From an optimization exercise on the open Yosys and OpenROAD flow, aimed at small area, a short achievable clock period and few clock cycles per item; shortcuts taken in it are not production practice. RTL that was checked went through simulation tests only; none was proved equivalent to the original.

// bcmseq
module bcmseq #(
    parameter [15:0] BASE_LOOP_TICKS = 16'd8,
    parameter [15:0] CALL_OVERHEAD   = 16'd2,
    parameter [15:0] FIRST_INTERVAL  = 16'd100
) (
    input  wire        clk,
    input  wire        rst,
    input  wire        cmd_valid,
    input  wire [51:0] cmd,
    output reg         cmd_ready,
    output reg         rsp_valid,
    output wire [7:0]  rsp,
    input  wire [1:0]  rot,
    output reg         hm_en,
    output reg         hm_we,
    output reg  [10:0] hm_addr,
    output wire [7:0]  hm_wdata,
    input  wire [7:0]  hm_rdata,
    output reg         sm_en,
    output reg  [10:0] sm_addr,
    input  wire [7:0]  sm_rdata,
    output reg         tmr_load,
    output wire [15:0] tmr_period,
    output reg         tmr_stop,
    input  wire        tmr_expire,
    output reg         p_blank,
    output reg         p_lat,
    output reg         p_clk,
    output reg  [3:0]  p_addr,
    output reg  [5:0]  p_data
);
For scale: roughly 150 I/O pins, about 0.0056 sq mm of cells after synthesis.
clock: 6.0 ns
lec_check: 0
cap_margin: 20
core_margin: 2
core_utilization: 40
setup_slack_margin: 3.5
slew_margin: 20
buffer_ports_args: -buffer_cell sky130_fd_sc_hd__buf_1
standard.sh (not shown) runs the stock make flow with config.mk's settings and CLKGATE_MAP_FILE= SYNTH_SCRIPT=/design/flow/synth_recipe.tcl, a recipe that flattens the netlist after the stock synthesis.
==> flow/flow/run.sh <==
#!/bin/bash
# Standard layout, with the port buffers that buffer_ports inserts made
# sky130_fd_sc_hd__buf_1 (the resizer may still size them up) instead of the
# delay cell it picks by default. Every port still gets its own buffer.
set -euo pipefail
echo 'export BUFFER_PORTS_ARGS = -buffer_cell sky130_fd_sc_hd__buf_1' >> config.mk
bash standard.sh > standard_flow.log 2>&1
Testbench counts at the start, summed over its fixed seeds: cycles 49,192, ticks 768.
Next try:
--- a/flow/design.v
+++ b/flow/design.v
@@ -79,13 +79,13 @@
     reg        fz;           
     reg        bor;          
     reg        f0;           
     reg        p0;           
     reg        ok;           
     reg [1:0]  t32;          
-    reg [6:2]  tp;           
+    reg [6:1]  tp;           
     wire        accept = cmd_valid & cmd_ready;
     wire [3:0]  op     = cmd[51:48];
     wire [15:0] cx     = cmd[47:32];
     wire [15:0] cy     = cmd[31:16];
     wire [15:0] cc     = cmd[15:0];
     wire op_begin = (op == OP_BEGIN);
@@ -165,13 +165,13 @@
                   (fz & ~p_lat & ~((dec | ~run) & ~take));
     wire n_run  = take | (run & ~(wrap & ~go));
     reg [10:0] n_ha;
     always @(*) begin
         n_ha = ha;
         if (h_idle) begin
-            n_ha = {back ^ op_copy, cx[9:0]};
+            n_ha = {back ^ (op[2] & op[1] & ~op[0]), cx[9:0]};
         end else if (st_pa) begin
             n_ha[9:0] = {band_hi(px_y[2:0], 2'd0), px_x};
         end else begin
             if ((go_fill & off_last) | ((go_rd | go_wr) & is_cp))
                 n_ha[10] = ~ha[10];
             if (go_fill)
@@ -205,13 +205,15 @@
             2'd1:    band_of = 2'd0;
             2'd2:    band_of = 2'd1;
             default: band_of = 2'd2;
         endcase
     endfunction
     wire [5:0] sa_keep = {~back, band_hi(row, band_of(plane, ~p0))};
-    wire [5:0] sa_adv  = {~(back ^ fswap), band_hi(row_a, band_of(plane_a, ~p0))};
+    reg  [5:0] sa_adv;
+    always @(posedge clk)
+        sa_adv <= {~(back ^ fswap), band_hi(row_a, band_of(plane_a, 1'b0))};
     wire [4:0] c_inc   = c ^ {&c[3:0], &c[2:0], &c[1:0], c[0], 1'b1};
     wire [4:0] n_c     = ~run ? 5'd31 : (p0 ? c_inc : c);
     wire n_bor = run & ~p0 & (plane == 2'd0);
     reg [6:2] n_tp;
     always @(*) begin
         if (!active) n_tp = FIRST_INTERVAL[6:2];
@@ -219,13 +221,13 @@
             2'd1:    n_tp = DUR0[6:2];
             2'd2:    n_tp = DUR1[6:2];
             2'd3:    n_tp = DUR2[6:2];
             default: n_tp = DUR3[6:2];
         endcase
     end
-    assign tmr_period = {9'd0, tp, active, 1'b0};
+    assign tmr_period = {9'd0, tp, 1'b0};
     always @(posedge clk) begin
         ha <= n_ha;
         if (h_idle) begin
             d       <= {cc[7:1], cc[0] | (swapreq & op[2])};
             p1      <= {cc[2], cc[8],  cc[13]};
             p2      <= {cc[3], cc[9],  cc[14]};
@@ -281,13 +283,13 @@
             p_data <= f0 ? {t32, sm_rdata[1:0], hm_rdata[1:0]} : sm_rdata[7:2];
         p0      <= ~run | ~p0;
         plane   <= n_plane;
         row     <= n_row;
         back    <= n_back;
         sm_addr <= {adv ? sa_adv : sa_keep, n_c};
-        tp      <= n_tp;
+        tp      <= {n_tp, active};
         if (!run)
             sh <= 1'b0;
         else if (wrap)
             sh <= 1'b1;
         if (take)
             go <= 1'b1;
@@ -307,13 +309,13 @@
             p_lat    <= 1'b0;
             p_clk    <= 1'b0;
             p_addr   <= 4'd0;
             tmr_load <= 1'b0;
         end else begin
             run   <= n_run;
-            sm_en <= n_run;
+            sm_en <= 1'b1;           
             fz    <= n_fz;
             if (fill_done)
                 active <= 1'b1;
             else if (stop_acc)
                 active <= 1'b0;
             if (dec | take)
The changed run ran to the end with no violations.
Worst hold slack degrades by 0.022 ns.
Count of clock-buffer cells in the layout came out higher by 4.
Die area is higher by a few percent.
Via count goes up slightly.
Routed wire length grows by a few percent.
Non-clock buffer count stays the same.
Fmax is higher by a few percent.
Utilization drops by 0.45 points.
Worst setup slack gains 0.078 ns.
Final cell count grows by a few percent.
Only the layout flow was run in the second run of this note; the RTL was not checked for function there.

[what the ideal ports hide]
No port has a modelled driver above. Below, the same layouts with a new extraction and two added sets of constraints. Step 1 (the two cells are an assumption about what drives the block):
set clk [get_ports {clk}]
set_driving_cell -lib_cell sky130_fd_sc_hd__clkbuf_16 $clk
set_driving_cell -lib_cell sky130_fd_sc_hd__buf_2 [delete_from_list [all_inputs] $clk]
Step 2, shift: input delay + t, output delay - t, t = (earliest + latest rising clock arrival at the registers) / 2. This alone moves slack from input paths to output paths. Slacks: ideal ports / drivers / drivers and shift; pairs: ideal ports / drivers.
run | t (ns) | slack for setup (ns) | worst setup path at the end
the first run | 0.456 | 3.656 / 3.610 / 3.444 | input to register
the second run | 0.452 | 3.734 / 3.693 / 3.442 | input to register
After both steps setup and hold are still met in every run listed. The setup slack of the second run, which loses most, moves by -0.041 ns with the drivers and by -0.292 ns with both steps.
